What follows belongs to an exercise in optimizing a design on an open flow for small area, a short achievable clock period and few clock cycles; a production flow would make more cautious choices. The RTL was checked by simulation tests, not by an equivalence proof against the original design. Power figures rest on the tool's default switching activity, not on a simulated workload.

Design scanout_ctrl, start of the top module:
module scanout_ctrl #(
    parameter PW = 320,      
    parameter PH = 240       
) (
    input             clk,
    input             rst,
    input             alloc_ok,
    input             cmd_valid,
    input      [31:0] cmd_word,
    output            cmd_ready,
    output reg        cmd_done,
    input             evt_valid,
    input      [31:0] evt_word,
    output            evt_ready,
    output reg        evt_done,
    input      [4:0]  reg_addr,
    output reg [31:0] reg_rdata,
    output            fb_rd,
    output            fb_sel,
    output     [25:0] fb_addr,
    input      [15:0] fb_rdata,
    output            lb_we,
    output            lb_sel,
    output     [12:0] lb_addr,
    output     [15:0] lb_wdata,
    output            flush_valid,
    output            flush_sel,
    output     [12:0] flush_x0,
    output     [12:0] flush_x1,
    output            frame_ready,
    output            buf_ack,
    output            front,
    output            busy,
    output     [6:0]  bl_pct
);
    localparam [2:0] OK = 3'd0, ERR_CONFIG = 3'd1, ERR_NOMEM = 3'd2,
                     ERR_UNSUPPORTED = 3'd3, ERR_STATE = 3'd4;
    localparam [3:0] S_IDLE  = 4'd0,
                     S_UR    = 4'd1,    
                     S_LSTRT = 4'd2,    
                     S_UR0   = 4'd3,    
                     S_ENA   = 4'd14,   
                     S_LOOP  = 4'd4,    
  ...
Settings: LEC_CHECK=0, CAP_MARGIN=40, CORE_MARGIN=2, CORE_UTILIZATION=60, CTS_CLUSTER_DIAMETER=130, CTS_CLUSTER_SIZE=26, SLEW_MARGIN=40; clock period 60.0 ns.
standard.sh (not shown) runs the stock make flow with config.mk's settings and CLKGATE_MAP_FILE= SYNTH_SCRIPT=/design/flow/synth_recipe.tcl, a recipe that flattens the netlist after the stock synthesis.
==> flow/flow/run.sh <==
#!/bin/bash
set -o pipefail
export BUFFER_PORTS_ARGS="-buffer_cell sky130_fd_sc_hd__buf_1"
bash standard.sh SETUP_SLACK_MARGIN=34 finish > standard_flow.log 2>&1
The starting point ran to the end with no violations.
Testbench counts at the start, summed over its fixed seeds: cycles 1,314,648.
Next try:
Settings changed: CTS_CLUSTER_DIAMETER 130 to 100, CTS_CLUSTER_SIZE 26 to 20.
Effect:
- The changed run finished clean
- total power is higher by about 2%
- critical path depth climbs by 1
- flip-flop and latch count stays the same
- via count stays flat

========
Setup of oak:
scanout_ctrl, a different RTL version from the one above (not shown whole).
For scale: ~1400 cells after synthesis, roughly 230 flip-flops, ~220 I/O pins, about 0.014 mm² of cells after synthesis.
export LEC_CHECK = 0
export CAP_MARGIN = 40
export CORE_MARGIN = 2
export CORE_UTILIZATION = 40
export CTS_CLUSTER_DIAMETER = 100
export CTS_CLUSTER_SIZE = 20
export SLEW_MARGIN = 40
create_clock -name core_clock -period 60.0 [get_ports {clk}]
Scripts as last shown in full above: flow/flow/run.sh
oak: PASS, flow complete, no timing, DRC or antenna violations
Testbench counts of oak, summed over its fixed seeds: cycles 1,314,648.
Changes in pine relative to oak:
- clearing CTS_CLUSTER_DIAMETER, which used to be 100
- putting ABC_AREA at 1 where nothing was set
- clearing CTS_CLUSTER_SIZE, which used to be 20
==> notes.md <==
Looking at remaining max-slew budget at the tightest pin, pine sits 7.7 points higher than oak does.
Lower placed cell area among pine and oak: oak
Delta(sequential power, pine - oak) < 0
Diff oak -> pine: ratio of final minimum period to clock period held steady; synthesized area per cell shrank by 1.8 µm²; core area held steady.
pine vs. oak: sequential share of layout area went down by 1.7 points.
Between pine and oak, the difference in fmax is negligible.
Sum of buffers and inverters on the critical path: pine > oak
pine vs. oak: worst hold margin essentially unchanged, cell area increased about 4.7%.

========
scanout_ctrl again, from the RTL that the note above started with.
Settings: LEC_CHECK=0, ABC_AREA=1, CAP_MARGIN=40, CORE_MARGIN=2, CORE_UTILIZATION=40, CTS_CLUSTER_DIAMETER=150, CTS_CLUSTER_SIZE=30, SLEW_MARGIN=40; clock period 60.0 ns.
==> flow/flow/run.sh <==
#!/bin/bash
set -o pipefail
export BUFFER_PORTS_ARGS="-buffer_cell sky130_fd_sc_hd__buf_1"
bash standard.sh > standard_flow.log 2>&1
Testbench counts at the start, summed over its fixed seeds: cycles 1,314,648.
Edit:
==> flow/flow/run.sh (replaced) <==
#!/bin/bash
set -o pipefail
export BUFFER_PORTS_ARGS="-buffer_cell sky130_fd_sc_hd__buf_1"
bash standard.sh SETUP_SLACK_MARGIN=34 finish > standard_flow.log 2>&1
ABC_AREA = default   (was 1)
CORE_UTILIZATION = 60   (was 40)
CTS_CLUSTER_DIAMETER = 100   (was 150)
CTS_CLUSTER_SIZE = 20   (was 30)
Die area falls by about 33%; first-iteration DRC count rises by 16%; non-clock buffer count rises by 2.
Edit:
CAP_MARGIN = 20   (was 40)
CTS_CLUSTER_DIAMETER = 110   (was 100)
CTS_CLUSTER_SIZE = 22   (was 20)
SLEW_MARGIN = 20   (was 40)
=> Routed wire length goes down by 1.2%. Sequential share of layout area is higher by 0.11 points. Die area stays the same. Via count climbs by 0.57%.

-- static timing again, ports no longer ideal --
In the flow no input, the clock included, has a driving cell. The finished layouts below were timed again as built, in two steps.
Step 1, drivers: a clkbuf_16 drives clk and a buf_2 each remaining input, both assumed.
Step 2 adds t to the input delays and takes it off the output delays; t is the mean of the earliest and latest rising clock arrival at the registers after step 1. Input paths then give back, and output paths get back, about the clock's delay inside the block.
a / b / c = no drivers / after step 1 / after step 2; a / b = the first two.
run	t (ns)	setup WS [ns]	latest minus earliest clock arrival (ns)	worst register clock-pin slew, ns	cell pins on the clock port's net
the first run of note 1	0.540	34.100 / 34.068 / 34.068	0.023 / 0.023	0.11 / 0.11	1
the second run of note 1	0.537	34.108 / 34.071 / 34.071	0.026 / 0.026	0.09 / 0.09	1
oak	0.548	34.088 / 34.059 / 34.059	0.030 / 0.030	0.10 / 0.10	1
pine	0.595	34.044 / 33.983 / 33.983	0.013 / 0.013	0.06 / 0.06	1
the first run of note 3	0.540	32.985 / 32.918 / 32.918	0.020 / 0.021	0.12 / 0.12	1
the second run of note 3	0.548	34.040 / 34.002 / 34.002	0.028 / 0.027	0.09 / 0.09	1
the third run of note 3	0.538	34.037 / 33.995 / 33.995	0.016 / 0.016	0.10 / 0.10	1
After both steps every run listed still meets setup and hold. The setup slack of the first run of note 3, which loses most, moves by -0.067 ns with the drivers and by -0.067 ns with both steps.
